This is an optimization exercise on Yosys and OpenROAD, whose aim is small area, a short achievable clock period and few clock cycles per item, not a production implementation. Where RTL was checked, it was by simulation tests only, not by an equivalence proof against the original. Power is estimated from default activity; no workload was simulated.

==> flow/design.v <==
module pfor_select (
    input  wire        clk,
    input  wire        rst,           
    input  wire        in_valid,
    output wire        in_ready,
    input  wire [31:0] in_data,
    input  wire        in_delta,      
    input  wire        in_restart,    
    output wire        out_valid,
    input  wire        out_ready,
    output wire [5:0]  out_b,
    output wire [7:0]  out_cexcept,
    output wire [5:0]  out_maxb
);
    function [5:0] hib64;
        input [63:0] v;
        reg [31:0] a1; reg [31:0] i1;
        reg [15:0] a2; reg [31:0] i2;
        reg [7:0]  a3; reg [23:0] i3;
        reg [3:0]  a4; reg [15:0] i4;
        reg [1:0]  a5; reg [9:0]  i5;
        integer g;
        begin
            for (g = 0; g < 32; g = g + 1) begin
                a1[g] = v[2*g+1] | v[2*g];
                i1[g] = v[2*g+1];
            end
            for (g = 0; g < 16; g = g + 1) begin
                a2[g] = a1[2*g+1] | a1[2*g];
                i2[2*g+:2] = a1[2*g+1] ? {1'b1, i1[2*g+1]} : {1'b0, i1[2*g]};
            end
            for (g = 0; g < 8; g = g + 1) begin
                a3[g] = a2[2*g+1] | a2[2*g];
                i3[3*g+:3] = a2[2*g+1] ? {1'b1, i2[4*g+2+:2]} : {1'b0, i2[4*g+:2]};
            end
            for (g = 0; g < 4; g = g + 1) begin
                a4[g] = a3[2*g+1] | a3[2*g];
                i4[4*g+:4] = a3[2*g+1] ? {1'b1, i3[6*g+3+:3]} : {1'b0, i3[6*g+:3]};
            end
            for (g = 0; g < 2; g = g + 1) begin
                a5[g] = a4[2*g+1] | a4[2*g];
                i5[5*g+:5] = a4[2*g+1] ? {1'b1, i4[8*g+4+:4]} : {1'b0, i4[8*g+:4]};
            end
            hib64 = a5[1] ? {1'b1, i5[9:5]} : {1'b0, i5[4:0]};
        end
    endfunction
    reg         in_rdy;
    reg  [6:0]  cnt;           
    reg         blk_delta;     
    reg  [31:0] d_r;           
    reg         v_r;           
    reg         rs_r;          
    reg         use_r;         
    reg         last_r;        
    wire        accept = in_valid & in_rdy;
    wire        first  = (cnt == 7'd0);
    reg  [31:0] prev;          
    reg         pz;            
    reg  [5:0]  w_r;           
    reg  [5:0]  wl;            
    reg         v_w;
    reg         last_w;
    reg         rst_r;
    wire [31:0] x      = d_r - (use_r ? prev : 32'd0);
    wire [5:0]  width  = hib64({31'd0, x, 1'b0});
    wire        pz_next = v_r ? (~blk_delta & (rs_r | pz)) : pz;
    reg  [6:0]  freq [1:32];   
    wire [32:1] pres;          
    reg         full;          
    reg         scanning;      
    reg         gact;          
    reg         rel;           
    reg  [6:0]  fr;            
    reg  [7:0]  dacc;          
    reg  [5:0]  cb;            
    reg         v1;
    reg  [5:0]  kf;            
    reg  [7:0]  dk;            
    reg  [5:0]  bk;
    reg         vk;
    reg  [12:0] q_r;           
    reg  [5:0]  b_r;
    reg  [7:0]  e_r;
    reg         v2;
    reg  [5:0]  maxb;
    reg  [5:0]  best_b;
    reg  [7:0]  best_c;
    reg  [12:0] best_q;
    reg         outv;
    reg         done_r;
    integer j;
    reg  [32:1] above;         
    reg  [32:1] hot;           
    always @* begin
        above[32] = 1'b0;
        for (j = 31; j >= 1; j = j - 1)
            above[j] = above[j+1] | pres[j+1];
        hot = pres & ~above;
    end
    wire [5:0]  idx  = hib64({31'd0, pres, 1'b0});
    reg  [6:0]  fsel;
    always @* begin
        fsel = 7'd0;
        for (j = 1; j <= 32; j = j + 1)
            fsel = fsel | ({7{hot[j]}} & freq[j]);
    end
    wire        any   = |pres;
    wire        start = full & ~scanning & ~outv;
    wire        step  = start | gact;        
    wire        relnow = step & any & ~|(pres & above);
    wire        better = q_r > best_q;
    wire [13:0] bound  = {1'b0, q_r} + {1'b0, b_r, 7'd0};
    wire        prune  = bound <= {1'b0, best_q};
    wire        done_scan = v2 & ((b_r == 6'd0) | prune);
    wire        done_now  = start & ~any;
    wire        done  = done_scan | done_now;
    wire        gstop = done & ~rel & ~relnow;    
    assign in_ready    = in_rdy;
    assign out_valid   = outv;
    assign out_b       = best_b;
    assign out_cexcept = best_c;
    assign out_maxb    = maxb;
    always @(posedge clk) begin
        d_r   <= in_data;
        use_r <= first ? (in_delta & ~in_restart & ~pz_next)
                       : (blk_delta & ~pz_next);
        if (accept & first)
            blk_delta <= in_delta;
        if (rst) begin
            in_rdy <= 1'b1;
            cnt    <= 7'd0;
            v_r    <= 1'b0;
            rs_r   <= 1'b0;
            last_r <= 1'b0;
        end else begin
            v_r    <= accept;
            rs_r   <= accept & first & in_restart;
            last_r <= accept & (cnt == 7'd127);
            if (accept)
                cnt <= cnt + 7'd1;
            if (accept & (cnt == 7'd127))
                in_rdy <= 1'b0;
            else if (done | relnow)
                in_rdy <= 1'b1;
        end
    end
    always @(posedge clk) begin
        w_r   <= width;
        rst_r <= rst;
        if (v_w)
            wl <= w_r;
        if (v_r & blk_delta)
            prev <= d_r;
        if (rst) begin
            pz     <= 1'b1;
            v_w    <= 1'b0;
            last_w <= 1'b0;
        end else begin
            pz     <= pz_next;
            v_w    <= v_r;
            last_w <= last_r;
        end
    end
    genvar w;
    generate
        for (w = 1; w <= 32; w = w + 1) begin : g_hist
            wire [7:0] t;
            wire [6:0] s;
            assign t[0] = v_w && (w_r == w);
            genvar i;
            for (i = 0; i < 7; i = i + 1) begin : g_bit
                assign s[i]   = freq[w][i] ^ t[i];
                assign t[i+1] = freq[w][i] & t[i];
            end
            always @(posedge clk) begin
                if (rst_r | done_r | (step & hot[w]))
                    freq[w] <= 7'd0;
                else
                    freq[w] <= s;
            end
            assign pres[w] = |freq[w];
        end
    endgenerate
    always @(posedge clk) begin
        fr   <= step ? fsel : 7'd0;
        cb   <= idx;
        kf   <= 6'd8 + maxb - cb;
        dk   <= dacc;
        bk   <= cb;
        q_r  <= kf * dk;
        b_r  <= bk;
        e_r  <= 8'd128 - dk;
        if (start)
            dacc <= 8'd128;
        else
            dacc <= dacc - {1'b0, fr};
        if (start) begin
            best_q <= 13'd0;
            best_b <= wl;
            best_c <= 8'd0;
        end else if (v2 & better) begin
            best_b <= b_r;
            best_c <= e_r;
            best_q <= q_r;
        end
        if (start)
            maxb <= any ? idx : wl;
        if (rst) begin
            full     <= 1'b0;
            scanning <= 1'b0;
            gact     <= 1'b0;
            rel      <= 1'b0;
            v1       <= 1'b0;
            vk       <= 1'b0;
            v2       <= 1'b0;
            outv     <= 1'b0;
            done_r   <= 1'b0;
        end else begin
            done_r  <= gstop;
            v1      <= step & (start | scanning) & ~done;
            rel     <= relnow | (rel & ~start);
            if (start)
                gact <= any;
            else if ((step & (idx == 6'd0)) | gstop)
                gact <= 1'b0;
            vk      <= v1 & ~done;
            v2      <= vk & ~done;
            if (outv & out_ready)
                outv <= 1'b0;
            if (v_w & last_w)
                full <= 1'b1;
            if (start) begin
                full     <= 1'b0;
                scanning <= any;
                if (~any)
                    outv <= 1'b1;
            end else if (done_scan) begin
                scanning <= 1'b0;
                outv     <= 1'b1;
            end
        end
    end
endmodule
export LEC_CHECK = 0
export CAP_MARGIN = 20
export CORE_MARGIN = 2
export CORE_UTILIZATION = 60
export CTS_BUF_LIST = sky130_fd_sc_hd__clkbuf_8
export PLACE_DENSITY = 0.75
export SLEW_MARGIN = 20
export SETUP_SLACK_MARGIN = 7.4
export BUFFER_PORTS_ARGS = -buffer_cell sky130_fd_sc_hd__buf_2
create_clock -name core_clock -period 11.0 [get_ports {clk}]
standard.sh (not shown) runs the stock make flow with config.mk's settings and CLKGATE_MAP_FILE= SYNTH_SCRIPT=/design/flow/synth_recipe.tcl, a recipe that flattens the netlist after the stock synthesis.
==> flow/flow/run.sh <==
#!/bin/bash
# Own flow: the standard layout (standard.sh, standard synthesis), with
# extra ORFS settings from flow/extra.mk: repair timing towards a tighter
# setup slack target and faster port buffers. The make output goes to
# standard.log; ORFS keeps each tool's log under orfs/logs/.
cat flow/extra.mk >> config.mk
bash standard.sh > standard.log 2>&1
==> flow/flow/extra.mk <==
# Optimisation targets for the layout tools (the SDC and clock are unchanged)
export SETUP_SLACK_MARGIN = 7.4
export BUFFER_PORTS_ARGS = -buffer_cell sky130_fd_sc_hd__buf_2
Edit:
--- a/flow/design.v
+++ b/flow/design.v
@@ -220,9 +220,9 @@
             v1      <= step & (start | scanning) & ~done;
             rel     <= relnow | (rel & ~start);
             if (start)
                 gact <= any;
-            else if ((step & (idx == 6'd0)) | gstop)
+            else if ((step & ~any) | gstop)
                 gact <= 1'b0;
             vk      <= v1 & ~done;
             v2      <= vk & ~done;
             if (outv & out_ready)
The new run ran to the end with no violations.
Routed wire length is higher by 2.7%.
Via count is higher by 1.2%.
Power is higher by 4.4%.
Count of clock-buffer cells in the layout is lower by 4.
Setup slack improved by 0.071 ns.
Maximum frequency is higher by 2.0%.
Synthesized area is higher by 0.46%.
Sequential cell count stays the same.
Combinational power is higher by about 9%.
Worst hold slack barely changes.
Sequential share of layout area is lower by 0.46 points.
Critical path depth is higher by 1.
Die area is higher by 0.45%.
No functional check of the RTL was part of any run of this note.

========
RTL: the design.v shown in full above, as it stands there.
export LEC_CHECK = 0
export CAP_MARGIN = 20
export CORE_MARGIN = 2
export CORE_UTILIZATION = 40
export PLACE_DENSITY = 0.6
export SLEW_MARGIN = 20
export SETUP_SLACK_MARGIN = 7.4
export BUFFER_PORTS_ARGS = -buffer_cell sky130_fd_sc_hd__buf_2
create_clock -name core_clock -period 11.0 [get_ports {clk}]
Scripts as last shown in full above: flow/flow/run.sh, flow/flow/extra.mk
Next try:
--- a/flow/design.v
+++ b/flow/design.v
@@ -219,11 +219,11 @@
             done_r  <= gstop;
             v1      <= step & (start | scanning) & ~done;
             rel     <= relnow | (rel & ~start);
             if (start)
                 gact <= any;
-            else if ((step & (idx == 6'd0)) | gstop)
+            else if ((step & ~any) | gstop)
                 gact <= 1'b0;
             vk      <= v1 & ~done;
             v2      <= vk & ~done;
             if (outv & out_ready)
                 outv <= 1'b0;
Global-route usage climbs by 0.42 points.
Critical path depth drops by 5.
Area after synthesis climbs slightly.
Utilization climbs by 0.81 points.
Sequential power is about the same.
Setup slack gains 0.039 ns.
Final cell count climbs by a few percent.
Total power climbs by a few percent.
Non-clock buffer count climbs by 12.
Clock skew climbs by 0.0096 ns.
No functional check of the RTL was part of any run of this note.

========
rev 12:
RTL: the design.v shown in full above, as it stands there.
clock: 11.0 ns
lec_check: 0
cap_margin: 20
core_margin: 2
core_utilization: 40
cts_cluster_diameter: 80
cts_cluster_size: 32
place_density: 0.6
slew_margin: 20
setup_slack_margin: 7.4
buffer_ports_args: -buffer_cell sky130_fd_sc_hd__buf_2
Scripts as last shown in full above: flow/flow/run.sh, flow/flow/extra.mk
Rev 12 did not stop at any stage, and its layout met the timing, DRC and antenna checks.
### rev 12 -> rev 13
--- a/flow/design.v
+++ b/flow/design.v
@@ -65,13 +65,11 @@
     wire [5:0]  width  = hib64({31'd0, x, 1'b0});
     wire        pz_next = v_r ? (~blk_delta & (rs_r | pz)) : pz;
     reg  [6:0]  freq [1:32];   
     wire [32:1] pres;          
     reg         full;          
-    reg         scanning;      
-    reg         gact;          
-    reg         rel;           
+    reg         scanning;
     reg  [6:0]  fr;            
     reg  [7:0]  dacc;          
     reg  [5:0]  cb;            
     reg         v1;
     reg  [5:0]  kf;            
@@ -104,19 +102,17 @@
         for (j = 1; j <= 32; j = j + 1)
             fsel = fsel | ({7{hot[j]}} & freq[j]);
     end
     wire        any   = |pres;
     wire        start = full & ~scanning & ~outv;
-    wire        step  = start | gact;        
-    wire        relnow = step & any & ~|(pres & above);
+    wire        step  = start | scanning;    
     wire        better = q_r > best_q;
     wire [13:0] bound  = {1'b0, q_r} + {1'b0, b_r, 7'd0};
     wire        prune  = bound <= {1'b0, best_q};
     wire        done_scan = v2 & ((b_r == 6'd0) | prune);
     wire        done_now  = start & ~any;
     wire        done  = done_scan | done_now;
-    wire        gstop = done & ~rel & ~relnow;    
     assign in_ready    = in_rdy;
     assign out_valid   = outv;
     assign out_b       = best_b;
     assign out_cexcept = best_c;
     assign out_maxb    = maxb;
@@ -138,11 +134,11 @@
             last_r <= accept & (cnt == 7'd127);
             if (accept)
                 cnt <= cnt + 7'd1;
             if (accept & (cnt == 7'd127))
                 in_rdy <= 1'b0;
-            else if (done | relnow)
+            else if (done)
                 in_rdy <= 1'b1;
         end
     end
     always @(posedge clk) begin
         w_r   <= width;
@@ -206,25 +202,18 @@
         if (start)
             maxb <= any ? idx : wl;
         if (rst) begin
             full     <= 1'b0;
             scanning <= 1'b0;
-            gact     <= 1'b0;
-            rel      <= 1'b0;
             v1       <= 1'b0;
             vk       <= 1'b0;
             v2       <= 1'b0;
             outv     <= 1'b0;
             done_r   <= 1'b0;
         end else begin
-            done_r  <= gstop;
-            v1      <= step & (start | scanning) & ~done;
-            rel     <= relnow | (rel & ~start);
-            if (start)
-                gact <= any;
-            else if ((step & (idx == 6'd0)) | gstop)
-                gact <= 1'b0;
+            done_r  <= done;
+            v1      <= step & ~done;
             vk      <= v1 & ~done;
             v2      <= vk & ~done;
             if (outv & out_ready)
                 outv <= 1'b0;
             if (v_w & last_w)
Results
- Rev 13: full flow OK, the timing, DRC and antenna checks passed
- Cmp rev 12 and rev 13 / total instance count after detailed placement / lower: rev 13
- On internal power, rev 13 does worse than rev 12.
- Route | rev 13 vs rev 12 | wire shorter in rev 13
- Taking rev 12 as the reference point, the HPWL after detailed placement of rev 13 falls by 2500 um.
- Diff rev 12 -> rev 13: non-clock buffer count lost 17, number of fillers in the final layout decreased by about 1.4% relative to the old numbers, clock share of power increased by 1.1 points relative to the old numbers.
- Rev 13 vs. rev 12: sequential cell area share went up, setup slack higher.
- Diff rev 12 -> rev 13 | maximum frequency | increase of 3.3%
- Delta (rev 13 minus rev 12): number of resized instances in the post-cts repair step now smaller; highest ir drop seen on vdd has decreased; setup fix buffers added after clock tree synthesis saw a decrease; summed negative setup slack over all endpoints now sits at about the same level.
Testbench counts of rev 13, summed over its fixed seeds: cycles 71,595, items 512.
Only the layout flow was run in rev 12; the RTL was not checked for function there.

========
RTL: the design.v shown in full above, as it stands there.
==> flow/config.mk <==
export PLATFORM = sky130hd
export DESIGN_NAME = pfor_select
export DESIGN_NICKNAME = pfor_select
export VERILOG_FILES = /design/flow/design.v
export SDC_FILE = /design/flow/constraint.sdc
export NUM_CORES = 4
export LEC_CHECK = 0
export CAP_MARGIN = 20
export CORE_MARGIN = 2
export CORE_UTILIZATION = 40
export PLACE_DENSITY = 0.6
export SLEW_MARGIN = 20
# Optimisation targets for the layout tools (the SDC and clock are unchanged)
export SETUP_SLACK_MARGIN = 7.5
export BUFFER_PORTS_ARGS = -buffer_cell sky130_fd_sc_hd__buf_2
==> flow/constraint.sdc <==
create_clock -name core_clock -period 11.0 [get_ports {clk}]
set_input_delay 2.2000 -clock core_clock [delete_from_list [all_inputs] [get_ports {clk}]]
set_output_delay 2.2000 -clock core_clock [all_outputs]
set_load 0.01 [all_outputs]
==> flow/flow/extra.mk <==
# Optimisation targets for the layout tools (the SDC and clock are unchanged)
export SETUP_SLACK_MARGIN = 7.5
export BUFFER_PORTS_ARGS = -buffer_cell sky130_fd_sc_hd__buf_2
Scripts as last shown in full above: flow/flow/run.sh
Change:
--- a/flow/design.v
+++ b/flow/design.v
@@ -66,11 +66,9 @@
     wire        pz_next = v_r ? (~blk_delta & (rs_r | pz)) : pz;
     reg  [6:0]  freq [1:32];   
     wire [32:1] pres;          
     reg         full;          
-    reg         scanning;      
-    reg         gact;          
-    reg         rel;           
+    reg         scanning;
     reg  [6:0]  fr;            
     reg  [7:0]  dacc;          
     reg  [5:0]  cb;            
     reg         v1;
@@ -105,17 +103,15 @@
             fsel = fsel | ({7{hot[j]}} & freq[j]);
     end
     wire        any   = |pres;
     wire        start = full & ~scanning & ~outv;
-    wire        step  = start | gact;        
-    wire        relnow = step & any & ~|(pres & above);
+    wire        step  = start | scanning;    
     wire        better = q_r > best_q;
     wire [13:0] bound  = {1'b0, q_r} + {1'b0, b_r, 7'd0};
     wire        prune  = bound <= {1'b0, best_q};
     wire        done_scan = v2 & ((b_r == 6'd0) | prune);
     wire        done_now  = start & ~any;
     wire        done  = done_scan | done_now;
-    wire        gstop = done & ~rel & ~relnow;    
     assign in_ready    = in_rdy;
     assign out_valid   = outv;
     assign out_b       = best_b;
     assign out_cexcept = best_c;
@@ -139,9 +135,9 @@
             if (accept)
                 cnt <= cnt + 7'd1;
             if (accept & (cnt == 7'd127))
                 in_rdy <= 1'b0;
-            else if (done | relnow)
+            else if (done)
                 in_rdy <= 1'b1;
         end
     end
     always @(posedge clk) begin
@@ -207,23 +203,16 @@
             maxb <= any ? idx : wl;
         if (rst) begin
             full     <= 1'b0;
             scanning <= 1'b0;
-            gact     <= 1'b0;
-            rel      <= 1'b0;
             v1       <= 1'b0;
             vk       <= 1'b0;
             v2       <= 1'b0;
             outv     <= 1'b0;
             done_r   <= 1'b0;
         end else begin
-            done_r  <= gstop;
-            v1      <= step & (start | scanning) & ~done;
-            rel     <= relnow | (rel & ~start);
-            if (start)
-                gact <= any;
-            else if ((step & (idx == 6'd0)) | gstop)
-                gact <= 1'b0;
+            done_r  <= done;
+            v1      <= step & ~done;
             vk      <= v1 & ~done;
             v2      <= vk & ~done;
             if (outv & out_ready)
                 outv <= 1'b0;
What happened:
- The changed run passed the timing, DRC and antenna checks
- total power grows by 0.43%
- combinational power grows by about 5%
- setup slack improves by 110 ps
- core utilization grows by 0.37 points
- die area shrinks by about 1.5%
- wire length shrinks by about 4.7%
- synthesized cell count shrinks by 2.4%
Testbench counts after the change, summed over its fixed seeds: cycles 71,595, items 512.
For the first run of this note, only the layout was checked, not whether the RTL still works.

==> what the ideal ports hide <==
No port has a modelled driver above. Below, the same layouts with a new extraction and two added sets of constraints. Step 1: set_driving_cell puts a clkbuf_16 on clk and a buf_2 on each other input, an assumption about the parent block. Step 2 moves the port delays by t, midway between the first and last clock arrival at a register: inputs arrive t later, outputs are due t later. That takes back most of the time a late clock gives input paths. Slacks: no drivers / after step 1 / after step 2; pairs: no drivers / after step 1.
run	shift t [ns]	slack for setup (ns)	worst hold slack (ns)	clock arrival spread, ns
the first run of note 1	0.663	7.348 / 7.348 / 7.348	0.326 / 0.326 / 0.326	0.031 / 0.031
the second run of note 1	0.683	7.418 / 7.418 / 7.418	0.326 / 0.326 / 0.326	0.028 / 0.028
the first run of note 2	0.635	7.399 / 7.399 / 7.399	0.327 / 0.327 / 0.327	0.030 / 0.030
the second run of note 2	0.649	7.437 / 7.437 / 7.437	0.328 / 0.328 / 0.328	0.037 / 0.037
rev 12	0.639	7.366 / 7.366 / 7.366	0.335 / 0.335 / 0.335	0.045 / 0.045
rev 13	0.643	7.482 / 7.435 / 7.482	0.338 / 0.338 / 0.338	0.045 / 0.045
the first run of note 4	0.634	7.390 / 7.390 / 7.390	0.325 / 0.325 / 0.325	0.042 / 0.042
the second run of note 4	0.643	7.503 / 7.503 / 7.503	0.326 / 0.326 / 0.326	0.030 / 0.030
After both steps setup and hold are still met in every run listed.
